Context: an optimization exercise on an open-source flow, tuned for small area, a short achievable clock period and few clock cycles per item. The choices shown serve that exercise and are no tape-out recipe. RTL that was checked went through simulation tests only; none was proved equivalent to the original. The RTL of runs 1 and 2 was laid out without a check of its function.

==> flow/design.v <==
module vrm_core (
    input  wire        clk,
    input  wire        rst,         
    output reg         mem_req,
    output reg         mem_we,
    output reg  [9:0]  mem_addr,
    output wire [39:0] mem_wdata,
    input  wire        mem_gnt,
    input  wire [39:0] mem_rdata,
    output reg         halted,
    output reg         fatal,
    output reg  [2:0]  reason,      
    output reg  [9:0]  ic,
    output reg  [39:0] tmp,
    output reg  [1:0]  c            
);
    localparam R_INV_ADDRESS = 3'd1;
    localparam R_INV_OP      = 3'd2;
    localparam R_OVERFLOW    = 3'd3;
    localparam R_NON_NUMERIC = 3'd4;
    localparam R_UNSUPPORTED = 3'd5;
    localparam K_CR    = 4'd0;
    localparam K_AD    = 4'd1;
    localparam K_SB    = 4'd2;
    localparam K_ML    = 4'd3;
    localparam K_MD    = 4'd4;
    localparam K_DV    = 4'd5;
    localparam K_CP    = 4'd6;
    localparam K_CM    = 4'd7;
    localparam K_JP    = 4'd8;
    localparam K_JE    = 4'd9;
    localparam K_JL    = 4'd10;
    localparam K_JM    = 4'd11;
    localparam K_HALT  = 4'd12;
    localparam K_UNSUP = 4'd13;
    localparam K_BAD   = 4'd14;
    localparam S_F    = 3'd0;
    localparam S_D    = 3'd1;
    localparam S_X    = 3'd2;
    localparam S_E    = 3'd3;
    localparam S_M    = 3'd4;
    localparam S_DB   = 3'd5;
    localparam S_STOP = 3'd6;
    reg [2:0]  state;
    reg        tnum;        
    reg        ai;          
    reg        bv;          
    reg [3:0]  bk;
    reg [9:0]  ba;
    reg [2:0]  xop;         
    assign mem_wdata = tmp;
    function is_d(input [7:0] ch);
        is_d = (ch[7:4] == 4'h3) && (ch[3:0] <= 4'd9);
    endfunction
    function is_num(input [39:0] w);
        is_num = is_d(w[39:32]) && is_d(w[31:24]) && is_d(w[23:16]) &&
                 is_d(w[15:8]) && is_d(w[7:0]);
    endfunction
    function [19:0] digits(input [39:0] w);
        digits = {w[35:32], w[27:24], w[19:16], w[11:8], w[3:0]};
    endfunction
    function [39:0] ascii(input [19:0] d);
        ascii = {4'h3, d[19:16], 4'h3, d[15:12], 4'h3, d[11:8], 4'h3, d[7:4], 4'h3, d[3:0]};
    endfunction
    function ge5(input [3:0] d);
        ge5 = d[3] | (d[2] & (d[1] | d[0]));
    endfunction
    function [2:0] sub5(input [3:0] d);
        sub5 = {d[3] & d[0], (d[2] & d[1] & d[0]) | (d[3] & !d[0]), !d[0]};
    endfunction
    function [4:0] dcor(input [4:0] t);
        reg cy;
        begin
            cy   = t[4] | (t[3] & (t[2] | t[1]));
            dcor = {cy, cy ? {sub5(t[4:1]), t[0]} : t[3:0]};
        end
    endfunction
    function [3:0] nines(input [3:0] d);
        nines = {!(d[3] | d[2] | d[1]), d[2] ^ d[1], d[1], !d[0]};
    endfunction
    function [3:0] dbl1(input [3:0] d);
        dbl1 = ge5(d) ? {sub5(d), 1'b0} : {d[2:0], 1'b0};
    endfunction
    function [23:0] dbl(input [19:0] d, input ci);
        dbl = {3'd0, ge5(d[19:16]),
               dbl1(d[19:16]) | {3'd0, ge5(d[15:12])},
               dbl1(d[15:12]) | {3'd0, ge5(d[11:8])},
               dbl1(d[11:8])  | {3'd0, ge5(d[7:4])},
               dbl1(d[7:4])   | {3'd0, ge5(d[3:0])},
               dbl1(d[3:0])   | {3'd0, ci}};
    endfunction
    function [23:0] dbl6(input [23:0] d);
        dbl6 = {dbl1(d[23:20]) | {3'd0, ge5(d[19:16])}, dbl(d[19:0], 1'b0)} ;
    endfunction
    wire [7:0] rc2 = mem_rdata[23:16];
    wire [7:0] rc3 = mem_rdata[15:8];
    wire [7:0] rc4 = mem_rdata[7:0];
    wire       args3 = is_d(rc2) && is_d(rc3) && is_d(rc4);
    wire       arg1  = is_d(rc4);
    wire [9:0] r100  = {rc2[3:0], 6'd0} + {1'b0, rc2[3:0], 5'd0} + {4'd0, rc2[3:0], 2'd0};
    wire [6:0] r10   = {rc3[3:0], 3'd0} + {2'd0, rc3[3:0], 1'b0};
    wire [9:0] rarg  = r100 + {3'd0, r10} + {6'd0, rc4[3:0]};
    reg [3:0] rkind;
    always @(*) begin
        case (mem_rdata[39:24])
            "CR": rkind = args3 ? K_CR : K_BAD;
            "CM": rkind = args3 ? K_CM : K_BAD;
            "AD": rkind = args3 ? K_AD : K_BAD;
            "SB": rkind = args3 ? K_SB : K_BAD;
            "ML": rkind = args3 ? K_ML : K_BAD;
            "MD": rkind = args3 ? K_MD : K_BAD;
            "DV": rkind = args3 ? K_DV : K_BAD;
            "CP": rkind = args3 ? K_CP : K_BAD;
            "JP": rkind = args3 ? K_JP : K_BAD;
            "JE": rkind = args3 ? K_JE : K_BAD;
            "JL": rkind = args3 ? K_JL : K_BAD;
            "JM": rkind = args3 ? K_JM : K_BAD;
            "GD", "PD", "RD", "WD", "SD", "GT", "PT":
                  rkind = args3 ? K_UNSUP : K_BAD;
            default: begin
                case (mem_rdata[39:8])
                    "HALT":                 rkind = arg1 ? K_HALT : K_BAD;
                    "STVM", "SVRG", "LDRG": rkind = arg1 ? K_UNSUP : K_BAD;
                    default:                rkind = K_BAD;
                endcase
            end
        endcase
    end
    wire [19:0] td = digits(tmp);
    wire [19:0] md = digits(mem_rdata);
    wire        m_num  = is_num(mem_rdata);
    wire        m_zero = (mem_rdata == "00000");
    wire        both_num = tnum && m_num;
    reg         cmp_lt, cmp_gt;
    integer     j;
    always @(*) begin
        cmp_lt = 1'b0;
        cmp_gt = 1'b0;
        for (j = 0; j < 40; j = j + 1) begin
            if (tmp[j] && !mem_rdata[j]) begin
                cmp_gt = 1'b1;
                cmp_lt = 1'b0;
            end else if (!tmp[j] && mem_rdata[j]) begin
                cmp_lt = 1'b1;
                cmp_gt = 1'b0;
            end
        end
    end
    wire [1:0]  cmp_w = {cmp_gt, cmp_lt};
    reg  [23:0] mr;         
    reg  [19:0] mx;         
    reg  [3:1]  mq;         
    reg  [2:0]  mdig;       
    reg  [1:0]  mbit;       
    wire        in_m   = (state == S_M);
    wire        m_ml   = (xop == K_ML);
    wire [3:0]  m_x    = m_ml ? mx[19:16] : td[19:16];
    wire [19:0] m_y1   = m_ml ? td : mx;
    wire [23:0] m_y2   = dbl(m_y1, 1'b0);
    wire [23:0] m_y4   = dbl6(m_y2);
    wire [23:0] m_y8   = dbl6(m_y4);
    wire [23:0] m_yb   = (mbit == 2'd3) ? m_y8 : (mbit == 2'd2) ? m_y4 :
                         (mbit == 2'd1) ? m_y2 : {4'd0, m_y1};
    wire        m_first = (mbit == 2'd3);
    wire        m_skip  = m_first && (m_x == 4'd0) && (m_ml || mr == 24'd0);
    wire [23:0] m_c     = m_first ? {mr[19:0], m_ml ? 4'd0 : m_x} : mr;
    wire        m_xb    = m_x[mbit];
    wire        a_sub  = in_m ? !m_ml : (xop == K_SB);
    wire [23:0] a_x    = in_m ? m_c : {4'd0, td};
    wire [23:0] a_yp   = in_m ? ((m_ml && !m_xb) ? 24'd0 : m_yb) : {4'd0, md};
    wire [23:0] a_y    = a_sub ? {nines(a_yp[23:20]), nines(a_yp[19:16]), nines(a_yp[15:12]),
                                  nines(a_yp[11:8]), nines(a_yp[7:4]), nines(a_yp[3:0])}
                               : a_yp;
    reg  [23:0] a_s;
    reg  [6:0]  a_c;        
    always @(*) begin : bcdadd
        reg [4:0] t;
        reg [4:0] r0, r1;
        a_c[0] = a_sub;
        for (j = 0; j < 6; j = j + 1) begin
            t  = {1'b0, a_x[4*j +: 4]} + {1'b0, a_y[4*j +: 4]};
            r0 = dcor(t);
            r1 = dcor(t + 5'd1);
            a_c[j+1] = r0[4] | (r1[4] & a_c[j]);
            a_s[4*j +: 4] = a_c[j] ? r1[3:0] : r0[3:0];
        end
    end
    wire        as_ovf = (xop == K_SB) ? !a_c[5] : a_c[5];
    wire        m_ge   = a_c[6];                      
    wire [23:0] m_rn   = m_skip ? {mr[19:0], 4'd0} :
                         (!m_ml && !m_ge) ? m_c : a_s;
    wire        m_ovf  = m_ml && (m_skip ? (mr[19:16] != 4'd0)
                                         : ((a_s[23:20] != 4'd0) || a_c[6]));
    wire        m_dend = m_skip || (mbit == 2'd0);    
    wire        m_last = m_dend && (mdig == 3'd4);
    wire [3:0]  m_qd   = m_skip ? 4'd0 : {mq[3], mq[2], mq[1], m_ge};
    reg [2:0]  n_state;
    reg        n_req, n_we;
    reg [9:0]  n_addr;
    reg [9:0]  n_ic;
    reg        n_halted, n_fatal;
    reg [2:0]  n_reason;
    reg        n_bv;
    reg [2:0]  n_xop;
    wire [9:0] ic1 = ic + 10'd1;
    wire [9:0] ic2 = ic + 10'd2;
    wire [9:0] ic3 = ic + 10'd3;
    wire       pf  = mem_req && mem_gnt;    
    task fault(input [2:0] r);
        begin
            n_fatal  = 1'b1;
            n_reason = r;
            n_req    = 1'b0;
            n_we     = 1'b0;
            n_state  = S_STOP;
        end
    endtask
    task goto_f(input [9:0] a);
        begin
            n_ic = a;
            if (a >= 10'd1000) begin
                fault(R_INV_ADDRESS);
            end else begin
                n_req   = 1'b1;
                n_we    = 1'b0;
                n_addr  = a;
                n_state = S_F;
            end
        end
    endtask
    task dec(input [3:0] k, input [9:0] a, input [9:0] h, input [9:0] h1,
             input [9:0] h2, input [1:0] cc);
        reg jt;
        begin
            n_ic = h;
            if (k <= K_CM) begin
                n_req   = 1'b1;
                n_we    = (k == K_CM);
                n_addr  = a;
                n_xop   = k[2:0];
                n_state = S_X;
            end else if (k <= K_JM) begin
                jt = (k == K_JP) || (k == K_JE && cc == 2'd0) ||
                     (k == K_JL && cc == 2'd1) || (k == K_JM && cc == 2'd2);
                if (jt) begin
                    goto_f(a);
                end else if (pf) begin
                    n_ic    = h1;
                    n_req   = (h2 < 10'd1000);
                    n_we    = 1'b0;
                    n_addr  = h2;
                    n_state = S_D;
                end else begin
                    goto_f(h1);
                end
            end else if (k == K_HALT) begin
                n_halted = 1'b1;
                n_req    = 1'b0;
                n_we     = 1'b0;
                n_state  = S_STOP;
            end else if (k == K_UNSUP) begin
                fault(R_UNSUPPORTED);
            end else begin
                fault(R_INV_OP);
            end
        end
    endtask
    reg        e_ok;        
    reg        e_md;        
    reg [39:0] n_tmp;
    reg        n_tnum;
    reg [1:0]  n_c;
    always @(*) begin
        n_state  = state;
        n_req    = mem_req;
        n_we     = mem_we;
        n_addr   = mem_addr;
        n_ic     = ic;
        n_halted = halted;
        n_fatal  = fatal;
        n_reason = reason;
        n_bv     = bv;
        n_xop    = xop;
        n_tmp    = tmp;
        n_tnum   = tnum;
        n_c      = c;
        e_ok     = 1'b0;
        e_md     = 1'b0;
        case (state)
            S_F: begin
                if (mem_gnt) begin
                    n_req   = (ic1 < 10'd1000);
                    n_addr  = ic1;
                    n_state = S_D;
                end
            end
            S_D: begin
                n_bv = 1'b0;
                dec(rkind, rarg, ic, ic1, ic2, c);
            end
            S_DB: begin
                n_bv = 1'b0;
                dec(bk, ba, ic, ic1, ic2, c);
            end
            S_X: begin
                if (ai) n_bv = 1'b1;
                if (mem_gnt) begin
                    if (mem_we) begin
                        if (mem_addr == ic1) n_bv = 1'b0;
                        n_ic = ic1;
                        if (n_bv) begin
                            n_req   = (ic2 < 10'd1000);
                            n_we    = 1'b0;
                            n_addr  = ic2;
                            n_state = S_DB;
                        end else begin
                            goto_f(ic1);
                        end
                    end else begin
                        n_we    = 1'b0;
                        n_state = S_E;
                        n_addr  = n_bv ? ic2 : ic1;
                        n_req   = (n_addr < 10'd1000);
                    end
                end
            end
            S_E: begin
                case (xop)
                    K_CR[2:0]: begin
                        n_tmp  = mem_rdata;
                        n_tnum = m_num;
                    end
                    K_AD[2:0], K_SB[2:0]: n_tmp = ascii(a_s[19:0]);
                    K_CP[2:0]: n_c = cmp_w;
                    default: ;
                endcase
                n_ic = ic1;
                if (bv) begin
                    n_bv = 1'b0;
                    dec(bk, ba, ic1, ic2, ic3, n_c);
                end else if (pf) begin
                    n_req   = (ic2 < 10'd1000);
                    n_we    = 1'b0;
                    n_addr  = ic2;
                    n_state = S_D;
                end else begin
                    goto_f(ic1);
                end
                e_md = 1'b0;
                e_ok = 1'b1;
                case (xop)
                    K_AD[2:0], K_SB[2:0]: begin
                        if (!both_num) begin e_ok = 1'b0; n_reason = R_NON_NUMERIC; end
                        else if (as_ovf) begin e_ok = 1'b0; n_reason = R_OVERFLOW; end
                    end
                    K_ML[2:0]: begin
                        if (!both_num) begin e_ok = 1'b0; n_reason = R_NON_NUMERIC; end
                        else e_md = 1'b1;
                    end
                    K_MD[2:0], K_DV[2:0]: begin
                        if (m_zero) begin e_ok = 1'b0; n_reason = R_OVERFLOW; end
                        else if (!both_num) begin e_ok = 1'b0; n_reason = R_NON_NUMERIC; end
                        else e_md = 1'b1;
                    end
                    default: ;
                endcase
                if (!e_ok || e_md) begin
                    n_ic     = ic;
                    n_tmp    = tmp;
                    n_tnum   = tnum;
                    n_bv     = bv;
                    n_xop    = xop;
                    n_halted = 1'b0;
                    n_req    = 1'b0;
                    n_we     = 1'b0;
                    n_fatal  = !e_ok;
                    n_state  = e_ok ? S_M : S_STOP;
                end
            end
            S_M: begin
                if (m_dend) begin
                    if (xop == K_DV[2:0])      n_tmp = ascii({td[15:0], m_qd});
                    else if (xop == K_MD[2:0]) n_tmp = ascii({td[15:0], td[19:16]});
                end
                if (m_last) begin
                    if (xop != K_DV[2:0]) n_tmp = ascii(m_rn[19:0]);
                    n_ic = ic1;
                    if (bv) begin
                        n_req   = (ic2 < 10'd1000);
                        n_we    = 1'b0;
                        n_addr  = ic2;
                        n_state = S_DB;
                    end else begin
                        goto_f(ic1);
                    end
                end
                if (m_ovf) begin
                    n_tmp = tmp;
                    n_ic  = ic;
                    fault(R_OVERFLOW);
                end
            end
            default: begin   
                n_req = 1'b0;
                n_we  = 1'b0;
            end
        endcase
    end
    always @(posedge clk) begin
        if (rst) begin
            state    <= S_F;
            mem_req  <= 1'b1;
            mem_we   <= 1'b0;
            mem_addr <= 10'd100;
            ic       <= 10'd100;
            tmp      <= "00000";
            tnum     <= 1'b1;
            c        <= 2'd0;
            halted   <= 1'b0;
            fatal    <= 1'b0;
            bv       <= 1'b0;
            ai       <= 1'b0;
        end else begin
            state    <= n_state;
            mem_req  <= n_req;
            mem_we   <= n_we;
            mem_addr <= n_addr;
            ic       <= n_ic;
            tmp      <= n_tmp;
            tnum     <= n_tnum;
            c        <= n_c;
            halted   <= n_halted;
            fatal    <= n_fatal;
            bv       <= n_bv;
            ai       <= pf;
        end
    end
    always @(posedge clk) begin
        reason <= n_reason;
        xop    <= n_xop;
        if (state == S_X && ai) begin
            bk <= rkind;
            ba <= rarg;
        end
        if (state == S_E) begin
            mx   <= md;
            mr   <= 24'd0;
            mdig <= 3'd0;
            mbit <= 2'd3;
        end else if (state == S_M) begin
            mr <= m_rn;
            if (m_skip) begin
                mdig <= mdig + 3'd1;
            end else begin
                if (mbit == 2'd3) mq[3] <= m_ge;
                if (mbit == 2'd2) mq[2] <= m_ge;
                if (mbit == 2'd1) mq[1] <= m_ge;
                mbit <= mbit - 2'd1;
                if (mbit == 2'd0) mdig <= mdig + 3'd1;
            end
            if (m_dend && m_ml) mx <= {mx[15:0], 4'd0};
        end
    end
endmodule
==> flow/run.sh <==
#!/bin/bash
# synth_recipe.tcl (not shown) runs the flow's synth.tcl, then flattens the netlist and writes it again
# the make line also repeats each setting of config.mk as NAME=value (left out here)
make -C /OpenROAD-flow-scripts/flow DESIGN_CONFIG=/design/flow/config.mk WORK_HOME=/design/flow/orfs CLKGATE_MAP_FILE= SYNTH_SCRIPT=/design/flow/synth_recipe.tcl finish
==> flow/config.mk <==
export PLATFORM = sky130hd
export DESIGN_NAME = vrm_core
export DESIGN_NICKNAME = vrm_core
export VERILOG_FILES = /design/flow/design.v
export SDC_FILE = /design/flow/constraint.sdc
export NUM_CORES = 4
export LEC_CHECK = 0
export CAP_MARGIN = 20
export CORE_MARGIN = 2
export CORE_UTILIZATION = 40
export SLEW_MARGIN = 20
==> flow/constraint.sdc <==
create_clock -name core_clock -period 12.0 [get_ports {clk}]
set_input_delay 2.4000 -clock core_clock [delete_from_list [all_inputs] [get_ports {clk}]]
set_output_delay 2.4000 -clock core_clock [all_outputs]
set_load 0.01 [all_outputs]
==> impl_metrics.toml, run 1 <==
[critical_path]
crit_family = "compound AO/OA/AOI/OAI gates"
cp_slowest_stage_delay_ns = 0.70
rrSetupSlack_ns = 2.86
critical_path_class = "flip-flop to flip-flop"
critical_path.endpoint_type = "flip-flop"
critPathLaunchType = "flip-flop"
crit_path_max_fanout = 58
worstPathRequired_ns = 12.35
cpMaxStageDelayCell = "o21ai_0"
crit_arrival_ns = 9.49
path_buf_inv = 2

[timing]
setup_viol = 0
final.setup.tns_ns = 0
finalHoldViolations = 0
min_period_ns = 9.14
finalClockSkew_ns = 0.0148
drv_slew = 0
grt_setup_unrepaired = "false"
slew_headroom_pct = 26.2
worstMarginPinSlew_ns = 1.10
max_freq_ghz = 0.109
period_share_pct = 76.1

[cells_and_area]
antennaDiodeCount = 0
drive_above_1_share_pct = 5.78
multi_input_area_mm2 = 0.0147
area_growth_pct = 11.4
fill_cells = 4890
nNetsFinal = 2852
regArea_mm2 = 0.00331
final_area_mm2 = 0.0216

[logic_synthesis]
synthFlopType = "dfxtp_1"
syn-instance-count = 2747
syn_area_mm2 = 0.0194
ys_types = 113
synth_seq_cells = 144
synth_seq_area_share_pct = 17.1
ys_top_cells_by_count = "nand2_1 (288), a21oi_1 (259), o21ai_0 (242)"
synthTopCellsByArea = "dfxtp_1 (10%), a21oi_1 (6.7%), edfxtp_1 (6.7%), o21ai_0 (6.2%), nand2_1 (5.6%)"
synth_most_common_cell = "nand2_1"
synth_nets = 2861
synthArstFlopShare_pct = 0
ys_warn_count = 1
synth_top_area_share_pct = 10.4
yosysTopAreaCell = "dfxtp_1"
synth_edf_count = 43
syn_avg_cell_area_um2 = 7.06

[place]
gp_congestion = 0.985
io_buffer_count = 151
dp_hpwl_um = 64300
post_dp_cell_area_mm2 = 0.0210

[clock_network]
clock_path_buffers = 2
clkTransAtPathRegs_ns = 0.07
hold_buffers = 0
post_cts.repair.setup_buffers = 0
root_buffer = "clkbuf_16"
cts_tree = "built"
numCtsBuffers = 17
cts.htree.levels = 4
clock_latency_ns = 0.47
cts_resized = 0
cts.sinks = 144

[drt]
via_per_inst = 6.82
num_vias = 22900
drtIter0Drc = 3185
first_pass_iters = 6
route.detailed.drc = 0
wirelength_um = 87400
postRouteAntennaNets = 0
avgRoutedWirePerCell_um = 26.0

[global_routing]
grt_antenna_before_repair = 0
overflow = 0
grt_pass1_wl_um = 130000
track_usage_pct = 33.6
grt_pass1_vias = 20600
grt_start_max_net_pins = 63

[flow_run]
drv_cap = 0

[floorplan]
core_area_mm2 = 0.0478
die_w_um = 224
fp-row-count = 80
ioPinCount = 152
die_h_um = 224
die_area_mm2 = 0.0503
start_util_pct = 40.5

[status]
outcome = "complete, no violations"

[worst_hold_path]
worstHoldPathType = "flip-flop to flip-flop"
==> kinds of logic (layout without fill, tap and decap cells) <==
group	after synthesis	count (layout)	share of synthesized area, %
compound gates	1036	1036	35.3
simple gates	947	947	23.7
buf+inv	324	327	7.36
flops	144	144	17.1
xor+xnor	110	110	5.43
mux	109	109	5.88
fa+ha+maj	77	77	5.31
==> final cells by class <==
class | instances | area share (%)
multi-input cells | 2279 | 68.0
flip-flops and latches | 144 | 15.3
repair buffers | 198 | 8.62
well taps | 615 | 3.56
clock buffers | 24 | 2.57
inverters | 98 | 1.70
clock inverters | 7 | 0.191
==> layer usage <==
layer | GRT usage [%] | vias to the layer above | routed length, um
met1 | 47.4 | 11000 | 37300
met5 | 0 | - | 0
met3 | 6.66 | 227 | 9930
met4 | 13.3 | 0 | 3760
li1 | - | 10300 | -
met2 | 50.1 | 1467 | 36400
==> path summary, 6_finish.rpt <==
| check | start | endpoint | cells past startpoint |
|---|---|---|---|
| max | xop[0] | tmp[6] | 25 |
| min | mr[21] | mr[21] | 2 |
| max reg2reg | xop[0] | tmp[6] | 25 |
| min reg2reg | mr[21] | mr[21] | 2 |
==> cell usage in the layout, fill, tap and decap left out, types with 25 or more instances in the layout <==
master and n:
o211ai_1 48, nand2b_1 43, nor3_1 78, nor4_1 29, nor2_1 240, o221ai_1 27
ha_1 59, a221oi_1 25, o22ai_1 47, edfxtp_1 43, a21oi_1 259, a21o_1 34
inv_1 94, a22o_1 26, mux2i_1 82, nand3_1 60, nor2b_1 32, nand4_1 34
o21ai_0 242, clkdlybuf4s50_1 151, xor2_1 32, mux2_2 25, buf_4 47, a211oi_1 50
and2_1 26, dfxtp_1 101, a31oi_1 40, nand2_1 287, xnor2_1 71
==> flip-flops by register name, summed over array words and instances (netlist names), 2 cells and up <==
name and cells:
ic 10, mx 20, mbit 2, bk 4
mem_addr 10, mdig 3, state 3, ba 10
c 2, mr 24, xop 3, mq 3
tmp 40, reason 3
==> per-stage QoR <==
stage	hold WS [ns]	worst slack (ns)	util [%]	cells
2_1_floorplan	0.456	5.09	-	2747
3_3_place_gp	0.478	3.40	43.9	3334
3_5_place_dp	0.483	3.16	43.9	3334
6_report	0.502	2.86	45.2	3365
5_1_grt	0.521	2.18	45.2	3365
4_1_cts	0.493	3.10	45.2	3365
==> tightest hold or removal path, cell delays in order (launching register included) <==
cell,delay (ns)
dfxtp_1,0.34
nand2_1,0.06
a21oi_1,0.05
==> run 2: changes to the inputs <==
--- a/flow/config.mk
+++ b/flow/config.mk
@@ -8,4 +8,5 @@
 export CAP_MARGIN = 20
 export CORE_MARGIN = 2
 export CORE_UTILIZATION = 40
+export SETUP_SLACK_MARGIN = 5
 export SLEW_MARGIN = 20
==> impl_metrics.toml, run 2 <==
[place]
io_buffer_count = 151
placedCellCount = 3334
gp_congestion = 0.985
dp_hpwl_um = 64300
post_dp_cell_area_mm2 = 0.0210
dp_slack_ns = 3.16

[logic_synthesis]
synthTopCellsByArea = "dfxtp_1 (10%), a21oi_1 (6.7%), edfxtp_1 (6.7%), o21ai_0 (6.2%), nand2_1 (5.6%)"
synth_nets = 2861
ys_types = 113
syn_area_mm2 = 0.0194
syn-instance-count = 2747
synthFlopType = "dfxtp_1"
synth_edf_count = 43
ys_top_cells_by_count = "nand2_1 (288), a21oi_1 (259), o21ai_0 (242)"
synthArstFlopShare_pct = 0
synth_top_area_share_pct = 10.4
ys_warn_count = 1
synth_seq_cells = 144
syn_avg_cell_area_um2 = 7.06
yosysTopAreaCell = "dfxtp_1"
synth_most_common_cell = "nand2_1"
synth_seq_area_share_pct = 17.1

[cells_and_area]
area_growth_pct = 19.1
final_core_util_pct = 48.3
regMostFlops = "tmp"
final_area_mm2 = 0.0231
top_regs = "tmp (40), mr (24), mx (20)"
largest_reg_flops = 40
nNetsFinal = 2902
final_cells = 3416
drive_above_1_share_pct = 11.8
mostFrequentLayoutCells = "nand2_1 (285), a21oi_1 (247), nor2_1 (230), o21ai_0 (230), clkdlybuf4s50_1 (140)"
final_common_cell = "nand2_1"

[critical_path]
ff2ff_path_depth = 30
critPathLaunchType = "primary input"
crit_path_max_fanout = 32
worstPathRequired_ns = 12.38
crit_arrival_ns = 7.31
critical_path_class = "primary input to flip-flop"
critical_path.endpoint_type = "flip-flop"

[global_routing]
track_usage_pct = 34.0
overflow = 0
grt_pass1_wl_um = 132000
grt_start_max_net_pins = 63
grt_antenna_before_repair = 1
grt_pass1_vias = 21000

[clock_network]
hold_buffers = 0
clock_path_buffers = 2
root_buffer = "clkbuf_16"
numCtsBuffers = 17
cts_tree = "built"
cts.htree.levels = 4
cts.sinks = 144
clkTransAtPathRegs_ns = 0.07
clock_latency_ns = 0.48

[timing]
finalHoldViolations = 0
final.setup.tns_ns = 0
min_period_ns = 6.93
worstMarginPinSlew_ns = 1.14
period_share_pct = 57.8
drv_slew = 0
timing.final.ws_setup_ns = 5.07
max_freq_ghz = 0.144
finalClockSkew_ns = 0.0169
grt_setup_unrepaired = "true"
slew_headroom_pct = 23.7
setup_viol = 0

[drt]
wirelength_um = 90600
route.detailed.drc = 0
postRouteAntennaNets = 0
num_vias = 23600
drtIter0Drc = 3384
first_pass_iters = 8
avgRoutedWirePerCell_um = 26.5
via_per_inst = 6.90

[flow_run]
drv_cap = 0

[floorplan]
core_area_mm2 = 0.0478
start_util_pct = 40.5
ioPinCount = 152
fp-row-count = 80
die_w_um = 224
die_area_mm2 = 0.0503
die_h_um = 224

[worst_hold_path]
worstHoldPathType = "flip-flop to flip-flop"
min_delay_path_depth = 2

[status]
outcome = "complete, no violations"
[run 2: cell counts after synthesis]
No cell type changed its count.
[run 2: cell type report]
type,count,area [um2]
Fill cell,4737,24700
Multi-Input combinational cell,2281,15700
Sequential cell,144,3310
Timing Repair Buffer,246,2340
Tap cell,615,769
Clock buffer,24,556
Inverter,98,377
Clock inverter,7,41.3
Antenna cell,1,2.50
[run 2: cell families (layout without fill, tap and decap cells)]
group / after synthesis / in the layout / synth area share (%)
flops: 144 / 144 / 17.1
buf+inv: 324 / 375 / 7.36
other cells: 0 / 1 / 0
fa+ha+maj: 77 / 77 / 5.31
compound gates: 1036 / 1036 / 35.3
xor+xnor: 110 / 110 / 5.43
simple gates: 947 / 949 / 23.7
mux: 109 / 109 / 5.88
[run 2: worst max-delay path, cell delays in order]
cell	delay, ns
clkdlybuf4s50_1	0.67
nor2b_1	0.30
a2111oi_1	0.50
o221a_2	0.29
o211ai_1	0.13
o211ai_1	0.50
a21oi_1	0.21
o22ai_1	0.37
o32ai_4	0.13
buf_4	0.28
or4_1	0.64
nand2_4	0.28
mux2_2	0.37
a311oi_1	0.23
[run 2: per-stage QoR]
stage,hold slack (ns)
after floorplan,0.456
after global placement,0.478
after detailed placement,0.483
after CTS,0.493
final,0.497
after global routing,0.524
[run 2: final timing paths]
path | startpoint | to | slack [ns]
hold / removal | mr[21] | mr[21] | 0.50
setup / recovery | mem_rdata[17] | mem_addr[9] | 5.07
setup reg to reg | xop[2] | tmp[6] | 5.19
hold reg to reg | mr[21] | mr[21] | 0.50
[run 2: layer usage]
metal / GRT usage (%) / up-vias / wire length [um]
li1: - / 10400 / -
met1: 47.8 / 11200 / 37600
met2: 50.8 / 1654 / 38100
met3: 6.87 / 267 / 10700
met4: 14.0 / 2 / 4160
met5: 0 / - / 18
[run 2: repair_timing]
action,CTS,global route
endpoints found under the setup margin,105,97
gates cloned,2,4
resized for setup,106,116
pin swaps,8,33
setup buffers,13,31
hold endpoints to repair,0,0
==> run 3: changes to the inputs <==
--- a/flow/design.v
+++ b/flow/design.v
@@ -90,7 +90,11 @@
                dbl1(d[3:0])   | {3'd0, ci}};
     endfunction
     function [23:0] dbl6(input [23:0] d);
-        dbl6 = {dbl1(d[23:20]) | {3'd0, ge5(d[19:16])}, dbl(d[19:0], 1'b0)} ;
+        reg [23:0] lo;
+        begin
+            lo   = dbl(d[19:0], 1'b0);
+            dbl6 = {dbl1(d[23:20]) | lo[23:20], lo[19:0]};
+        end
     endfunction
     wire [7:0] rc2 = mem_rdata[23:16];
     wire [7:0] rc3 = mem_rdata[15:8];
@@ -151,7 +155,7 @@
     reg  [19:0] mx;         
     reg  [3:1]  mq;         
     reg  [2:0]  mdig;       
-    reg  [1:0]  mbit;       
+    reg  [1:0]  mph;        
     wire        in_m   = (state == S_M);
     wire        m_ml   = (xop == K_ML);
     wire [3:0]  m_x    = m_ml ? mx[19:16] : td[19:16];
@@ -159,15 +163,23 @@
     wire [23:0] m_y2   = dbl(m_y1, 1'b0);
     wire [23:0] m_y4   = dbl6(m_y2);
     wire [23:0] m_y8   = dbl6(m_y4);
-    wire [23:0] m_yb   = (mbit == 2'd3) ? m_y8 : (mbit == 2'd2) ? m_y4 :
-                         (mbit == 2'd1) ? m_y2 : {4'd0, m_y1};
-    wire        m_first = (mbit == 2'd3);
-    wire        m_skip  = m_first && (m_x == 4'd0) && (m_ml || mr == 24'd0);
+    wire        m_first = (mph == 2'd0);
     wire [23:0] m_c     = m_first ? {mr[19:0], m_ml ? 4'd0 : m_x} : mr;
-    wire        m_xb    = m_x[mbit];
+    wire        m_c1 = m_ml ? m_x[0] : (m_c >= {4'd0, m_y1});
+    wire        m_c2 = m_ml ? m_x[1] : (m_c >= m_y2);
+    wire        m_c4 = m_ml ? (m_x[3] | m_x[2]) : (m_c >= m_y4);
+    wire        m_c8 = m_ml ? m_x[3] : (m_c >= m_y8);
+    wire        m_hi   = m_first && m_c4;
+    wire        m_two  = !m_hi && (mph != 2'd2) && m_c2;
+    wire        m_one  = !m_hi && !m_two && m_c1;
+    wire        m_dend = !m_hi && !m_two ? 1'b1 :
+                         m_ml ? (m_hi ? (m_x[1:0] == 2'd0) : !m_x[0]) : 1'b0;
+    wire [23:0] m_yb   = m_hi ? (m_c8 ? m_y8 : m_y4) : m_two ? m_y2 :
+                         m_one ? {4'd0, m_y1} : 24'd0;
+    wire        m_last = m_dend && (mdig == 3'd4);
     wire        a_sub  = in_m ? !m_ml : (xop == K_SB);
     wire [23:0] a_x    = in_m ? m_c : {4'd0, td};
-    wire [23:0] a_yp   = in_m ? ((m_ml && !m_xb) ? 24'd0 : m_yb) : {4'd0, md};
+    wire [23:0] a_yp   = in_m ? m_yb : {4'd0, md};
     wire [23:0] a_y    = a_sub ? {nines(a_yp[23:20]), nines(a_yp[19:16]), nines(a_yp[15:12]),
                                   nines(a_yp[11:8]), nines(a_yp[7:4]), nines(a_yp[3:0])}
                                : a_yp;
@@ -186,14 +198,9 @@
         end
     end
     wire        as_ovf = (xop == K_SB) ? !a_c[5] : a_c[5];
-    wire        m_ge   = a_c[6];                      
-    wire [23:0] m_rn   = m_skip ? {mr[19:0], 4'd0} :
-                         (!m_ml && !m_ge) ? m_c : a_s;
-    wire        m_ovf  = m_ml && (m_skip ? (mr[19:16] != 4'd0)
-                                         : ((a_s[23:20] != 4'd0) || a_c[6]));
-    wire        m_dend = m_skip || (mbit == 2'd0);    
-    wire        m_last = m_dend && (mdig == 3'd4);
-    wire [3:0]  m_qd   = m_skip ? 4'd0 : {mq[3], mq[2], mq[1], m_ge};
+    wire [23:0] m_rn   = a_s;
+    wire        m_ovf  = m_ml && ((a_s[23:20] != 4'd0) || a_c[6]);
+    wire [3:0]  m_qd   = {mq[3], mq[2], mq[1], m_one};
     reg [2:0]  n_state;
     reg        n_req, n_we;
     reg [9:0]  n_addr;
@@ -446,19 +453,23 @@
             mx   <= md;
             mr   <= 24'd0;
             mdig <= 3'd0;
-            mbit <= 2'd3;
+            mph  <= 2'd0;
+            mq   <= 3'd0;
         end else if (state == S_M) begin
             mr <= m_rn;
-            if (m_skip) begin
+            if (m_dend) begin
                 mdig <= mdig + 3'd1;
+                mph  <= 2'd0;
+                mq   <= 3'd0;
+                if (m_ml) mx <= {mx[15:0], 4'd0};
+            end else if (m_hi) begin
+                mph   <= 2'd1;
+                mq[3] <= m_c8;
+                mq[2] <= !m_c8;
             end else begin
-                if (mbit == 2'd3) mq[3] <= m_ge;
-                if (mbit == 2'd2) mq[2] <= m_ge;
-                if (mbit == 2'd1) mq[1] <= m_ge;
-                mbit <= mbit - 2'd1;
-                if (mbit == 2'd0) mdig <= mdig + 3'd1;
+                mph   <= 2'd2;
+                mq[1] <= 1'b1;
             end
-            if (m_dend && m_ml) mx <= {mx[15:0], 4'd0};
         end
     end
 endmodule
==> impl_metrics.toml, run 3 <==
[status]
outcome = "complete, no violations"

[global_routing]
grt_pass1_vias = 24900
grt_pass1_wl_um = 155000
track_usage_pct = 38.0
grt_antenna_before_repair = 2
grt_start_max_net_pins = 55
overflow = 0

[timing]
finalHoldViolations = 0
finalClockSkew_ns = 0.0140
period_share_pct = 70.4
worstMarginPinSlew_ns = 1.17
grt_setup_unrepaired = "true"
setup_viol = 0
drv_slew = 0
min_period_ns = 8.45
final.setup.tns_ns = 0
slew_headroom_pct = 21.9
max_freq_ghz = 0.118

[drt]
via_per_inst = 6.67
drtIter0Drc = 3110
route.detailed.drc = 0
avgRoutedWirePerCell_um = 27.1
postRouteAntennaNets = 0
num_vias = 25900
wirelength_um = 105000
first_pass_iters = 7

[cells_and_area]
regMostFlops = "tmp"
final_common_cell = "nand2_1"
top_regs = "tmp (40), mr (24), mx (20)"
area_growth_pct = 31.5
drive_above_1_share_pct = 22.3
mostFrequentLayoutCells = "nand2_1 (390), buf_4 (243), nor2_1 (230), o21ai_0 (192), a21oi_1 (189)"
final_cells = 3885
largest_reg_flops = 40
nNetsFinal = 3388
antennaDiodeCount = 0
final_core_util_pct = 53.1
fill_cells = 4929

[floorplan]
fp-row-count = 83
core_area_mm2 = 0.0512
start_util_pct = 40.4
die_h_um = 231
die_area_mm2 = 0.0535
die_w_um = 231
ioPinCount = 152

[critical_path]
worstPathRequired_ns = 12.38
rrSetupSlack_ns = 3.55
crit_arrival_ns = 8.83
crit_top_cell = "nor2_4"
critPathLaunchType = "flip-flop"
critical_path_class = "flip-flop to flip-flop"
crit_path_max_fanout = 8
cpMaxStageDelayCell = "a2111o_1"
critical_path.endpoint_type = "flip-flop"
cp_slowest_stage_delay_ns = 0.41

[clock_network]
root_buffer = "clkbuf_16"
clock_latency_ns = 0.48
clock_path_buffers = 2
clkTransAtPathRegs_ns = 0.07
numCtsBuffers = 17
cts_tree = "built"
hold_buffers = 0
cts.sinks = 144
cts.htree.levels = 4

[place]
gp_congestion = 1.01
placedCellCount = 3632
io_buffer_count = 151
dp_hpwl_um = 74200

[logic_synthesis]
synthFlopType = "dfxtp_1"
ys_top_cells_by_count = "nand2_1 (409), nor2_1 (260), o21ai_0 (244)"
syn_area_mm2 = 0.0207
synthArstFlopShare_pct = 0
synth_nets = 3141
synth_most_common_cell = "nand2_1"
synthTopCellsByArea = "dfxtp_1 (10%), ha_1 (8.5%), nand2_1 (7.4%), o21ai_0 (5.9%), edfxtp_1 (5.8%)"
synth_top_area_share_pct = 10.1
synth_seq_cells = 144
ys_warn_count = 1
synth_seq_area_share_pct = 15.9
synth_edf_count = 40
syn_avg_cell_area_um2 = 7.02
yosysTopAreaCell = "dfxtp_1"
ys_types = 126
syn-instance-count = 2945

[worst_hold_path]
worstHoldPathType = "flip-flop to flip-flop"

[flow_run]
drv_cap = 0
==> run 3: cell types whose count changed after synthesis, sizes merged, moves of 12 or more <==
| cell | change |
|---|---|
| a21oi | -37 |
| a21o | +20 |
| nand2 | +124 |
| mux2i | -42 |
| clkbuf | -20 |
| nor3 | +15 |
| and2 | -15 |
| inv | +42 |
| nor2 | +19 |
| ha | +81 |
| o211ai | -12 |
| o21ai | +16 |
==> run 3: per-layer routing <==
metal	track usage, %	wire, um
met5	0	0
met4	24.1	7570
met1	48.5	41200
met3	5.93	9920
met2	59.6	46500
==> run 3: final cells by class <==
| type | instances | area [um2] | share of cell area, % |
|---|---|---|---|
| inverter | 140 | 581 | 2.14 |
| clock buffer | 21 | 483 | 1.78 |
| timing repair buffer | 441 | 3960 | 14.6 |
| clock inverter | 11 | 93.8 | 0.345 |
| sequential | 144 | 3280 | 12.1 |
| tap | 680 | 851 | 3.13 |
| multi-input combinational | 2448 | 17900 | 65.9 |
==> run 3: metrics by stage <==
stage | setup slack, ns | hold slack [ns] | instance area [um2]
finish | 3.55 | 0.466 | 27200
floorplan | 4.24 | 0.425 | 21000
global placement | 1.80 | 0.440 | 22800
CTS | 3.76 | 0.463 | 26200
detailed placement | 1.70 | 0.446 | 22900
global route | 3.31 | 0.494 | 27200
==> run 3: kinds of logic (layout without fill, tap and decap cells) <==
| family | after synthesis | after routing | share of synthesized area (%) |
|---|---|---|---|
| simple gates | 1098 | 1099 | 25.2 |
| buf+inv | 355 | 613 | 7.59 |
| xor+xnor | 102 | 102 | 4.62 |
| flops | 144 | 144 | 15.9 |
| compound gates | 1021 | 1022 | 33.3 |
| mux | 66 | 66 | 3.39 |
| fa+ha+maj | 159 | 159 | 9.99 |
==> run 3: worst max-delay path, delay by kind of cell (launching register included) <==
family / cells / cell delay [ns]
multiplexers: 2 / 0.57
buffers and inverters: 6 / 0.98
AND/OR/NAND/NOR: 18 / 2.47
XOR/XNOR: 1 / 0.12
flip-flops: 1 / 0.40
adder cells (fa/ha/maj): 3 / 0.90
AO/OA/AOI/OAI: 12 / 2.89
==> run 3: path summary, 6_finish.rpt <==
kind,end,cells after the start,startpoint
max,tmp[4],42,xop[2]
min,mr[20],2,mr[20]
max reg2reg,tmp[4],42,xop[2]
min reg2reg,mr[20],2,mr[20]
==> run 3: timing repair <==
item,in CTS,in global routing
endpoints found under the setup margin,101,99
endpoints found under the hold margin,0,0
gates resized for setup,351,115
buffers inserted,158,52
pin swaps,101,71
gates cloned,9,2
Testbench counts of run 3, summed over its fixed seeds: cycles 85,121, instrs 28,647.
==> run 4: changes to the inputs <==
--- a/flow/design.v
+++ b/flow/design.v
@@ -75,6 +75,9 @@
             dcor = {cy, cy ? {sub5(t[4:1]), t[0]} : t[3:0]};
         end
     endfunction
+    function [3:0] dinc(input [3:0] d);
+        dinc = {d[3] | (d[2] & d[1] & d[0]), d[2] ^ (d[1] & d[0]), d[1] ^ d[0], !d[0]};
+    endfunction
     function [3:0] nines(input [3:0] d);
         nines = {!(d[3] | d[2] | d[1]), d[2] ^ d[1], d[1], !d[0]};
     endfunction
@@ -89,6 +92,17 @@
                dbl1(d[7:4])   | {3'd0, ge5(d[3:0])},
                dbl1(d[3:0])   | {3'd0, ci}};
     endfunction
+    function [4:0] lz(input [19:0] d);
+        reg n4, n3, n2, n1;
+        begin
+            n4 = (d[19:16] != 4'd0);
+            n3 = (d[15:12] != 4'd0);
+            n2 = (d[11:8]  != 4'd0);
+            n1 = (d[7:4]   != 4'd0);
+            lz = {n4, !n4 & n3, !n4 & !n3 & n2, !n4 & !n3 & !n2 & n1,
+                  !n4 & !n3 & !n2 & !n1};
+        end
+    endfunction
     function [23:0] dbl6(input [23:0] d);
         reg [23:0] lo;
         begin
@@ -154,11 +168,14 @@
     reg  [23:0] mr;         
     reg  [19:0] mx;         
     reg  [3:1]  mq;         
-    reg  [2:0]  mdig;       
+    reg  [4:0]  mdig;       
     reg  [1:0]  mph;        
     wire        in_m   = (state == S_M);
     wire        m_ml   = (xop == K_ML);
-    wire [3:0]  m_x    = m_ml ? mx[19:16] : td[19:16];
+    wire [19:0] m_xw   = m_ml ? mx : td;
+    wire [3:0]  m_x    = ({4{mdig[4]}} & m_xw[19:16]) | ({4{mdig[3]}} & m_xw[15:12]) |
+                         ({4{mdig[2]}} & m_xw[11:8])  | ({4{mdig[1]}} & m_xw[7:4]) |
+                         ({4{mdig[0]}} & m_xw[3:0]);
     wire [19:0] m_y1   = m_ml ? td : mx;
     wire [23:0] m_y2   = dbl(m_y1, 1'b0);
     wire [23:0] m_y4   = dbl6(m_y2);
@@ -176,7 +193,7 @@
                          m_ml ? (m_hi ? (m_x[1:0] == 2'd0) : !m_x[0]) : 1'b0;
     wire [23:0] m_yb   = m_hi ? (m_c8 ? m_y8 : m_y4) : m_two ? m_y2 :
                          m_one ? {4'd0, m_y1} : 24'd0;
-    wire        m_last = m_dend && (mdig == 3'd4);
+    wire        m_last = m_dend && mdig[0];
     wire        a_sub  = in_m ? !m_ml : (xop == K_SB);
     wire [23:0] a_x    = in_m ? m_c : {4'd0, td};
     wire [23:0] a_yp   = in_m ? m_yb : {4'd0, md};
@@ -187,14 +204,15 @@
     reg  [6:0]  a_c;        
     always @(*) begin : bcdadd
         reg [4:0] t;
-        reg [4:0] r0, r1;
+        reg [4:0] r0;
+        reg       p9;
         a_c[0] = a_sub;
         for (j = 0; j < 6; j = j + 1) begin
             t  = {1'b0, a_x[4*j +: 4]} + {1'b0, a_y[4*j +: 4]};
             r0 = dcor(t);
-            r1 = dcor(t + 5'd1);
-            a_c[j+1] = r0[4] | (r1[4] & a_c[j]);
-            a_s[4*j +: 4] = a_c[j] ? r1[3:0] : r0[3:0];
+            p9 = (t == 5'd9);
+            a_c[j+1] = r0[4] | (p9 & a_c[j]);
+            a_s[4*j +: 4] = !a_c[j] ? r0[3:0] : p9 ? 4'd0 : dinc(r0[3:0]);
         end
     end
     wire        as_ovf = (xop == K_SB) ? !a_c[5] : a_c[5];
@@ -272,6 +290,30 @@
             end
         end
     endtask
+    task retire;
+        begin
+            n_ic = ic1;
+            if (bv) begin
+                n_bv = 1'b0;
+                d_go = 1'b1;
+            end else if (pf) begin
+                n_req   = (ic2 < 10'd1000);
+                n_we    = 1'b0;
+                n_addr  = ic2;
+                n_state = S_D;
+            end else begin
+                goto_f(ic1);
+            end
+        end
+    endtask
+    reg         d_go;
+    wire        d_mem = (state == S_D);
+    wire        d_nxt = (state == S_E) || (state == S_M);
+    wire [3:0]  d_k   = d_mem ? rkind : bk;
+    wire [9:0]  d_a   = d_mem ? rarg : ba;
+    wire [9:0]  d_h   = d_nxt ? ic1 : ic;
+    wire [9:0]  d_h1  = d_nxt ? ic2 : ic1;
+    wire [9:0]  d_h2  = d_nxt ? ic3 : ic2;
     reg        e_ok;        
     reg        e_md;        
     reg [39:0] n_tmp;
@@ -293,6 +335,7 @@
         n_c      = c;
         e_ok     = 1'b0;
         e_md     = 1'b0;
+        d_go     = 1'b0;
         case (state)
             S_F: begin
                 if (mem_gnt) begin
@@ -301,13 +344,9 @@
                     n_state = S_D;
                 end
             end
-            S_D: begin
-                n_bv = 1'b0;
-                dec(rkind, rarg, ic, ic1, ic2, c);
-            end
-            S_DB: begin
+            S_D, S_DB: begin
                 n_bv = 1'b0;
-                dec(bk, ba, ic, ic1, ic2, c);
+                d_go = 1'b1;
             end
             S_X: begin
                 if (ai) n_bv = 1'b1;
@@ -341,70 +380,18 @@
                     K_CP[2:0]: n_c = cmp_w;
                     default: ;
                 endcase
-                n_ic = ic1;
-                if (bv) begin
-                    n_bv = 1'b0;
-                    dec(bk, ba, ic1, ic2, ic3, n_c);
-                end else if (pf) begin
-                    n_req   = (ic2 < 10'd1000);
-                    n_we    = 1'b0;
-                    n_addr  = ic2;
-                    n_state = S_D;
-                end else begin
-                    goto_f(ic1);
-                end
-                e_md = 1'b0;
-                e_ok = 1'b1;
-                case (xop)
-                    K_AD[2:0], K_SB[2:0]: begin
-                        if (!both_num) begin e_ok = 1'b0; n_reason = R_NON_NUMERIC; end
-                        else if (as_ovf) begin e_ok = 1'b0; n_reason = R_OVERFLOW; end
-                    end
-                    K_ML[2:0]: begin
-                        if (!both_num) begin e_ok = 1'b0; n_reason = R_NON_NUMERIC; end
-                        else e_md = 1'b1;
-                    end
-                    K_MD[2:0], K_DV[2:0]: begin
-                        if (m_zero) begin e_ok = 1'b0; n_reason = R_OVERFLOW; end
-                        else if (!both_num) begin e_ok = 1'b0; n_reason = R_NON_NUMERIC; end
-                        else e_md = 1'b1;
-                    end
-                    default: ;
-                endcase
-                if (!e_ok || e_md) begin
-                    n_ic     = ic;
-                    n_tmp    = tmp;
-                    n_tnum   = tnum;
-                    n_bv     = bv;
-                    n_xop    = xop;
-                    n_halted = 1'b0;
-                    n_req    = 1'b0;
-                    n_we     = 1'b0;
-                    n_fatal  = !e_ok;
-                    n_state  = e_ok ? S_M : S_STOP;
-                end
+                retire;
             end
             S_M: begin
-                if (m_dend) begin
-                    if (xop == K_DV[2:0])      n_tmp = ascii({td[15:0], m_qd});
-                    else if (xop == K_MD[2:0]) n_tmp = ascii({td[15:0], td[19:16]});
-                end
+                if (m_dend && xop == K_DV[2:0])
+                    n_tmp = ascii({mdig[4] ? m_qd : td[19:16],
+                                   mdig[3] ? m_qd : td[15:12],
+                                   mdig[2] ? m_qd : td[11:8],
+                                   mdig[1] ? m_qd : td[7:4],
+                                   mdig[0] ? m_qd : td[3:0]});
                 if (m_last) begin
                     if (xop != K_DV[2:0]) n_tmp = ascii(m_rn[19:0]);
-                    n_ic = ic1;
-                    if (bv) begin
-                        n_req   = (ic2 < 10'd1000);
-                        n_we    = 1'b0;
-                        n_addr  = ic2;
-                        n_state = S_DB;
-                    end else begin
-                        goto_f(ic1);
-                    end
-                end
-                if (m_ovf) begin
-                    n_tmp = tmp;
-                    n_ic  = ic;
-                    fault(R_OVERFLOW);
+                    retire;
                 end
             end
             default: begin   
@@ -412,6 +399,46 @@
                 n_we  = 1'b0;
             end
         endcase
+        if (d_go) dec(d_k, d_a, d_h, d_h1, d_h2, n_c);
+        if (state == S_E) begin
+        e_md = 1'b0;
+        e_ok = 1'b1;
+        case (xop)
+            K_AD[2:0], K_SB[2:0]: begin
+                if (!both_num) begin e_ok = 1'b0; n_reason = R_NON_NUMERIC; end
+                else if (as_ovf) begin e_ok = 1'b0; n_reason = R_OVERFLOW; end
+            end
+            K_ML[2:0]: begin
+                if (!both_num) begin e_ok = 1'b0; n_reason = R_NON_NUMERIC; end
+                else e_md = 1'b1;
+            end
+            K_MD[2:0], K_DV[2:0]: begin
+                if (m_zero) begin e_ok = 1'b0; n_reason = R_OVERFLOW; end
+                else if (!both_num) begin e_ok = 1'b0; n_reason = R_NON_NUMERIC; end
+                else e_md = 1'b1;
+            end
+            default: ;
+        endcase
+        if (!e_ok || e_md) begin
+            n_ic     = ic;
+            n_tmp    = tmp;
+            n_tnum   = tnum;
+            n_bv     = bv;
+            n_xop    = xop;
+            n_halted = 1'b0;
+            n_we     = 1'b0;
+            n_fatal  = !e_ok;
+            n_state  = e_ok ? S_M : S_STOP;
+            n_req    = e_ok && mem_req;
+            n_addr   = mem_addr;
+        end
+        end
+        if (state == S_M && m_ovf) begin
+            n_tmp    = tmp;
+            n_ic     = ic;
+            n_halted = 1'b0;
+            fault(R_OVERFLOW);
+        end
     end
     always @(posedge clk) begin
         if (rst) begin
@@ -451,17 +478,16 @@
         end
         if (state == S_E) begin
             mx   <= md;
+            mdig <= lz(xop == K_ML ? md : td);
             mr   <= 24'd0;
-            mdig <= 3'd0;
             mph  <= 2'd0;
             mq   <= 3'd0;
         end else if (state == S_M) begin
             mr <= m_rn;
             if (m_dend) begin
-                mdig <= mdig + 3'd1;
+                mdig <= {1'b0, mdig[4:1]};
                 mph  <= 2'd0;
                 mq   <= 3'd0;
-                if (m_ml) mx <= {mx[15:0], 4'd0};
             end else if (m_hi) begin
                 mph   <= 2'd1;
                 mq[3] <= m_c8;
==> impl_metrics.toml, run 4 <==
[floorplan]
start_util_pct = 40.7
ioPinCount = 152
fp-row-count = 79
die_h_um = 222
die_area_mm2 = 0.0493
core_area_mm2 = 0.0468
die_w_um = 222

[logic_synthesis]
synth_nets = 2828
synthArstFlopShare_pct = 0
synth_seq_area_share_pct = 17.6
ys_warn_count = 1
synth_most_common_cell = "nand2_1"
syn_avg_cell_area_um2 = 7.22
ys_types = 102
yosysTopAreaCell = "dfxtp_1"
synth_seq_cells = 146
synthTopCellsByArea = "dfxtp_1 (11%), ha_1 (9.1%), edfxtp_1 (6.6%), nand2_1 (6.3%), a21oi_1 (5.3%)"
synthFlopType = "dfxtp_1"
synth_top_area_share_pct = 10.9
ys_top_cells_by_count = "nand2_1 (319), nor2_1 (243), a21oi_1 (203)"
syn-instance-count = 2634
synth_edf_count = 42
syn_area_mm2 = 0.0190

[timing]
final.setup.tns_ns = 0
finalHoldViolations = 0
min_period_ns = 8.90
slew_headroom_pct = 20.9
grt_setup_unrepaired = "true"
finalClockSkew_ns = 0.0123
max_freq_ghz = 0.112
worstMarginPinSlew_ns = 1.17
hold_ws_ns = 0.471
setup_viol = 0
timing.final.ws_setup_ns = 3.10
drv_slew = 0
period_share_pct = 74.2

[critical_path]
r2r_start = "xop[2]"
crit_path_max_fanout = 7
critical_path.endpoint_type = "flip-flop"
cp_slowest_stage_delay_ns = 0.41
critPathLaunchType = "flip-flop"
rrSetupSlack_ns = 3.10
crit_top_cell = "buf_12"
worstPathRequired_ns = 12.35
crit_arrival_ns = 9.26
ff2ff_path_depth = 42
cpMaxStageDelayCell = "fa_2"
critical_path_class = "flip-flop to flip-flop"
r2r-end = "tmp[5]"
crit_start = "xop[2]"

[clock_network]
clock_latency_ns = 0.47
cts.sinks = 146
cts.htree.levels = 4
numCtsBuffers = 17
root_buffer = "clkbuf_16"
hold_buffers = 0
cts_tree = "built"
clkTransAtPathRegs_ns = 0.07
clock_path_buffers = 2

[cells_and_area]
largest_reg_flops = 40
regMostFlops = "tmp"
nNetsFinal = 3087
top_regs = "tmp (40), mr (24), mx (20)"
final_core_util_pct = 54.6
area_growth_pct = 34.2
mostFrequentLayoutCells = "nand2_1 (306), buf_4 (220), nor2_1 (217), a21oi_1 (152), o21ai_0 (151)"
antennaDiodeCount = 0
drive_above_1_share_pct = 23.3
final_area_mm2 = 0.0255
final_cells = 3513
final_common_cell = "nand2_1"

[place]
dp_hpwl_um = 65700
dp_slack_ns = 0.545
post_dp_cell_area_mm2 = 0.0210
placedCellCount = 3257
gp_congestion = 1.01
io_buffer_count = 151

[status]
outcome = "complete, no violations"

[worst_hold_path]
min_delay_path_depth = 2
worstHoldPathType = "flip-flop to flip-flop"
hold_path_startpoint = "mr[20]"
hold_end = "mr[20]"

[drt]
drtIter0Drc = 2903
num_vias = 23400
postRouteAntennaNets = 0
first_pass_iters = 8
route.detailed.drc = 0
wirelength_um = 93600
avgRoutedWirePerCell_um = 26.6
via_per_inst = 6.66

[flow_run]
drv_cap = 0

[global_routing]
overflow = 0
track_usage_pct = 35.6
grt_start_max_net_pins = 56
grt_pass1_vias = 21700
grt_pass1_wl_um = 136000
grt_antenna_before_repair = 0
==> run 4: area by class of cell <==
| cell class | count | area, um2 |
|---|---|---|
| repair buffers | 424 | 4010 |
| multi-input cells | 2172 | 16300 |
| fillers | 4310 | 21200 |
| inverters | 132 | 532 |
| well taps | 607 | 759 |
| clock inverters | 13 | 146 |
| flip-flops and latches | 146 | 3340 |
| clock buffers | 19 | 464 |
==> run 4: what timing repair did <==
action	CTS	global route
gates cloned	8	2
setup endpoints to repair	98	97
pin swaps	115	100
buffers inserted	150	64
resized for setup	281	156
==> run 4: cell families (layout without fill, tap and decap cells) <==
kind of cell / Yosys count / after routing / share of synthesized area [%]
fa+ha+maj: 157 / 157 / 10.7
buf+inv: 317 / 588 / 7.37
mux: 100 / 100 / 5.51
xor+xnor: 80 / 80 / 4.05
flops: 146 / 146 / 17.6
simple gates: 979 / 980 / 24.8
compound gates: 855 / 855 / 29.9
==> run 4: per-layer routing <==
metal	up-vias	GRT usage (%)	routed length (um)	part of all wire (%)
li1	10300	-	-	-
met1	11100	46.2	36800	39
met2	1618	55.9	41000	44
met3	361	7.66	10200	11
met4	0	17.4	5580	6.0
met5	-	0	0	0
==> run 4: worst max-delay path by stage <==
stage,slack [ns],end
detailed placement,0.55,ic[9]
global placement,0.79,ic[9]
finish,3.10,tmp[5]
floorplan,3.58,tmp[14]
global route,2.90,tmp[31]
CTS,3.53,ic[3]
==> run 4: worst max-delay path: cells and delay by family, from the launching register on <==
kind,cells,cell delay (ns)
buffers and inverters,8,1.28
XOR/XNOR,1,0.12
adder cells (fa/ha/maj),3,0.93
flip-flops,1,0.40
multiplexers,3,0.91
AO/OA/AOI/OAI,12,2.07
AND/OR/NAND/NOR,15,3.00
Testbench counts of run 4, summed over its fixed seeds: cycles 73,702, instrs 28,647.
==> run 5: changes to the inputs <==
--- a/flow/design.v
+++ b/flow/design.v
@@ -118,32 +118,29 @@
     wire [9:0] r100  = {rc2[3:0], 6'd0} + {1'b0, rc2[3:0], 5'd0} + {4'd0, rc2[3:0], 2'd0};
     wire [6:0] r10   = {rc3[3:0], 3'd0} + {2'd0, rc3[3:0], 1'b0};
     wire [9:0] rarg  = r100 + {3'd0, r10} + {6'd0, rc4[3:0]};
-    reg [3:0] rkind;
-    always @(*) begin
-        case (mem_rdata[39:24])
-            "CR": rkind = args3 ? K_CR : K_BAD;
-            "CM": rkind = args3 ? K_CM : K_BAD;
-            "AD": rkind = args3 ? K_AD : K_BAD;
-            "SB": rkind = args3 ? K_SB : K_BAD;
-            "ML": rkind = args3 ? K_ML : K_BAD;
-            "MD": rkind = args3 ? K_MD : K_BAD;
-            "DV": rkind = args3 ? K_DV : K_BAD;
-            "CP": rkind = args3 ? K_CP : K_BAD;
-            "JP": rkind = args3 ? K_JP : K_BAD;
-            "JE": rkind = args3 ? K_JE : K_BAD;
-            "JL": rkind = args3 ? K_JL : K_BAD;
-            "JM": rkind = args3 ? K_JM : K_BAD;
-            "GD", "PD", "RD", "WD", "SD", "GT", "PT":
-                  rkind = args3 ? K_UNSUP : K_BAD;
-            default: begin
-                case (mem_rdata[39:8])
-                    "HALT":                 rkind = arg1 ? K_HALT : K_BAD;
-                    "STVM", "SVRG", "LDRG": rkind = arg1 ? K_UNSUP : K_BAD;
-                    default:                rkind = K_BAD;
-                endcase
-            end
-        endcase
-    end
+    wire [7:0] rc0 = mem_rdata[39:32];
+    wire [7:0] rc1 = mem_rdata[31:24];
+    wire a_C = (rc0 == "C"), a_A = (rc0 == "A"), a_S = (rc0 == "S"), a_M = (rc0 == "M"),
+         a_D = (rc0 == "D"), a_J = (rc0 == "J"), a_G = (rc0 == "G"), a_P = (rc0 == "P"),
+         a_R = (rc0 == "R"), a_W = (rc0 == "W"), a_H = (rc0 == "H"), a_L = (rc0 == "L");
+    wire b_R = (rc1 == "R"), b_M = (rc1 == "M"), b_D = (rc1 == "D"), b_B = (rc1 == "B"),
+         b_L = (rc1 == "L"), b_V = (rc1 == "V"), b_P = (rc1 == "P"), b_E = (rc1 == "E"),
+         b_T = (rc1 == "T"), b_A = (rc1 == "A");
+    wire i_CR = a_C & b_R, i_CM = a_C & b_M, i_AD = a_A & b_D, i_SB = a_S & b_B,
+         i_ML = a_M & b_L, i_MD = a_M & b_D, i_DV = a_D & b_V, i_CP = a_C & b_P,
+         i_JP = a_J & b_P, i_JE = a_J & b_E, i_JL = a_J & b_L, i_JM = a_J & b_M;
+    wire i_U2 = ((a_G | a_P | a_R | a_W | a_S) & b_D) | ((a_G | a_P) & b_T);
+    wire i_HALT = a_H & b_A & (rc2 == "L") & (rc3 == "T");
+    wire i_U4 = ((a_S & b_T & (rc2 == "V") & (rc3 == "M")) |
+                 (((a_S & b_V) | (a_L & b_D)) & (rc2 == "R") & (rc3 == "G")));
+    wire i_two = i_CR | i_CM | i_AD | i_SB | i_ML | i_MD | i_DV | i_CP |
+                 i_JP | i_JE | i_JL | i_JM | i_U2;
+    wire r_ok  = (i_two & args3) | ((i_HALT | i_U4) & arg1);
+    wire [3:0] rkind = !r_ok ? K_BAD :
+        ({4{i_AD}} & K_AD) | ({4{i_SB}} & K_SB) | ({4{i_ML}} & K_ML) | ({4{i_MD}} & K_MD) |
+        ({4{i_DV}} & K_DV) | ({4{i_CP}} & K_CP) | ({4{i_CM}} & K_CM) | ({4{i_JP}} & K_JP) |
+        ({4{i_JE}} & K_JE) | ({4{i_JL}} & K_JL) | ({4{i_JM}} & K_JM) |
+        ({4{i_HALT}} & K_HALT) | ({4{i_U2 | i_U4}} & K_UNSUP);
     wire [19:0] td = digits(tmp);
     wire [19:0] md = digits(mem_rdata);
     wire        m_num  = is_num(mem_rdata);
@@ -170,16 +167,18 @@
     reg  [3:1]  mq;         
     reg  [4:0]  mdig;       
     reg  [1:0]  mph;        
+    reg         m_ml;       
+    reg  [23:0] m_y4;       
+    reg  [23:0] m_y8;
     wire        in_m   = (state == S_M);
-    wire        m_ml   = (xop == K_ML);
     wire [19:0] m_xw   = m_ml ? mx : td;
     wire [3:0]  m_x    = ({4{mdig[4]}} & m_xw[19:16]) | ({4{mdig[3]}} & m_xw[15:12]) |
                          ({4{mdig[2]}} & m_xw[11:8])  | ({4{mdig[1]}} & m_xw[7:4]) |
                          ({4{mdig[0]}} & m_xw[3:0]);
     wire [19:0] m_y1   = m_ml ? td : mx;
     wire [23:0] m_y2   = dbl(m_y1, 1'b0);
-    wire [23:0] m_y4   = dbl6(m_y2);
-    wire [23:0] m_y8   = dbl6(m_y4);
+    wire [19:0] m_ys   = (xop == K_ML) ? td : md;    
+    wire [23:0] m_ys4  = dbl6(dbl(m_ys, 1'b0));
     wire        m_first = (mph == 2'd0);
     wire [23:0] m_c     = m_first ? {mr[19:0], m_ml ? 4'd0 : m_x} : mr;
     wire        m_c1 = m_ml ? m_x[0] : (m_c >= {4'd0, m_y1});
@@ -478,6 +477,9 @@
         end
         if (state == S_E) begin
             mx   <= md;
+            m_ml <= (xop == K_ML);
+            m_y4 <= m_ys4;
+            m_y8 <= dbl6(m_ys4);
             mdig <= lz(xop == K_ML ? md : td);
             mr   <= 24'd0;
             mph  <= 2'd0;
--- a/flow/config.mk
+++ b/flow/config.mk
@@ -5,6 +5,7 @@
 export SDC_FILE = /design/flow/constraint.sdc
 export NUM_CORES = 4
 export LEC_CHECK = 0
+export ABC_AREA = 1
 export CAP_MARGIN = 20
 export CORE_MARGIN = 2
 export CORE_UTILIZATION = 40
==> impl_metrics.toml, run 5 <==
[timing]
worstMarginPinSlew_ns = 1.19
setup_viol = 0
final.setup.tns_ns = 0
grt_setup_unrepaired = "true"

[logic_synthesis]
syn_area_mm2 = 0.0202
synthSimpleGateAreaFrac_pct = 24.6
synth_seq_cells = 187
synth_edf_count = 83
synth_nets = 3282
synthAdderAreaFrac_pct = 9.81
syn-instance-count = 3088
synth_compound_gate_area_share_pct = 26.8
synth_most_common_cell = "nand2_1"
synth_seq_area_share_pct = 22.7

[clock_network]
numCtsBuffers = 17
cts_tree = "built"
clock_latency_ns = 0.51
cts.sinks = 187
root_buffer = "clkbuf_16"

[status]
outcome = "complete, no violations"

[critical_path]
critical_path_class = "flip-flop to flip-flop"
cpMaxStageDelayCell = "edfxtp_1"
cp_slowest_stage_delay_ns = 0.43
rrSetupSlack_ns = 3.21
r2r-end = "tmp[5]"
crit_arrival_ns = 9.25

[cells_and_area]
regArea_mm2 = 0.00458
area_growth_pct = 27.7
regMostFlops = "tmp"
nNetsFinal = 3488
mostFrequentLayoutCells = "nand2_1 (593), inv_1 (444), o21ai_0 (283), nor2_1 (225), clkdlybuf4s50_1 (150)"
multi_input_area_mm2 = 0.0145

[place]
dp_hpwl_um = 67400
gp_congestion = 0.981

[floorplan]
die_h_um = 229
core_area_mm2 = 0.0500
fp-row-count = 82
start_util_pct = 40.4
die_area_mm2 = 0.0523

[drt]
via_per_inst = 6.06
route.detailed.drc = 0
drtIter0Drc = 2819
avgRoutedWirePerCell_um = 23.3

[flow_run]
drv_cap = 0

[worst_hold_path]
worstHoldPathType = "flip-flop to flip-flop"

[global_routing]
overflow = 0
track_usage_pct = 33.6
-- run 5: cell types whose count changed in the layout (fill, tap and decap cells not counted), sizes merged, moves of 37 or more --
cell | previous run | this run
a21o | 47 | 4
buf | 273 | 174
edfxtp | 42 | 83
inv | 131 | 484
mux2i | 66 | 3
nand2 | 319 | 625
nand2b | 50 | 0
nand3 | 66 | 111
nor2b | 37 | 0
o21ai | 199 | 380
o22ai | 35 | 78
xnor2 | 53 | 12
-- run 5: kinds of logic after synthesis --
| family | after synthesis |
|---|---|
| flip-flops | 187 |
| AND/OR/NAND/NOR | 1153 |
| AO/OA/AOI/OAI | 885 |
| multiplexers | 3 |
| XOR/XNOR | 69 |
| adder cells (fa/ha/maj) | 151 |
| buffers and inverters | 640 |
-- run 5: through the flow --
step	cell area (um2)	std cells	setup WS (ns)	util, %
after CTS	24300	3922	3.64	48.7
after global placement	22200	3803	1.89	44.5
final	25800	3979	3.21	51.6
after floorplan	20400	3088	4.62	-
after global routing	25800	3979	2.90	51.6
after detailed placement	22200	3803	1.60	44.5
-- run 5: worst max-delay path: cells and delay by family, from the launching register on --
kind | cells | cell delay (ns)
compound gates | 22 | 3.18
simple gates | 22 | 2.49
buf+inv | 11 | 1.73
fa+ha+maj | 2 | 0.43
flops | 1 | 0.43
xor+xnor | 2 | 0.43
-- run 5: how the worst min path moves through the flow --
stage	from	depth (start not counted)	end
finish	mr[23]	2	mr[23]
global route	tnum	2	tnum
CTS	mr[23]	2	mr[23]
detailed placement	mr[23]	2	mr[23]
floorplan	mr[23]	2	mr[23]
global placement	mr[23]	2	mr[23]
-- run 5: final cells by class --
| cell class | instances | share of cell area [%] |
|---|---|---|
| multi-input combinational | 2266 | 56.4 |
| sequential | 187 | 17.7 |
| timing repair buffer | 326 | 12.6 |
| inverter | 492 | 7.50 |
| tap | 672 | 3.26 |
| clock buffer | 23 | 2.00 |
| clock inverter | 9 | 0.291 |
| timing repair inverter | 4 | 0.126 |
-- run 5: per-layer routing --
layer | part of all wire [%] | up-vias | global-route usage, %
met5 | 0.011 | - | 0
met3 | 10 | 306 | 6.71
met4 | 5.6 | 2 | 16.5
met1 | 41 | 11400 | 44.7
li1 | - | 11000 | -
met2 | 43 | 1430 | 52.0
-- run 5: what timing repair did --
| item | in CTS | in global routing |
|---|---|---|
| pin swaps | 66 | 109 |
| resized for setup | 199 | 239 |
| setup endpoints to repair | 98 | 98 |
| buffers inserted | 74 | 56 |
| cloned | 13 | 0 |
Testbench counts of run 5, summed over its fixed seeds: cycles 73,702, instrs 28,647.

## re-timing with driven ports
In the flow no input, the clock included, has a driving cell. The finished layouts below were timed again as built, in two steps.
Step 1: set_driving_cell puts a clkbuf_16 on clk and a buf_2 on each other input, an assumption about the parent block.
Step 2 times the ports against the registers' clock, not the clock port: input delays grow and output delays shrink by t, the midpoint of the rising clock arrivals with the driver on.
a / b / c = ideal / step 1 / step 2; a / b = the first two.
run	shift t [ns]	setup slack, ns	clock arrival spread, ns	worst register clock-pin slew, ns	worst slew at a driven data input, ns
run 1	0.522	2.862 / 2.862 / 2.862	0.014 / 0.015	0.07 / 0.07	0.08
run 2	0.524	5.068 / 5.094 / 4.570	0.017 / 0.017	0.07 / 0.07	0.08
run 3	0.531	3.549 / 3.549 / 3.549	0.014 / 0.014	0.08 / 0.08	0.04
run 4	0.520	3.096 / 3.096 / 3.096	0.013 / 0.012	0.07 / 0.07	0.04
run 5	0.566	3.213 / 3.213 / 3.213	0.016 / 0.015	0.08 / 0.08	0.05
After both steps setup and hold are still met in every run listed. The setup slack of run 2, which loses most, moves by +0.026 ns with the drivers and by -0.498 ns with both steps.
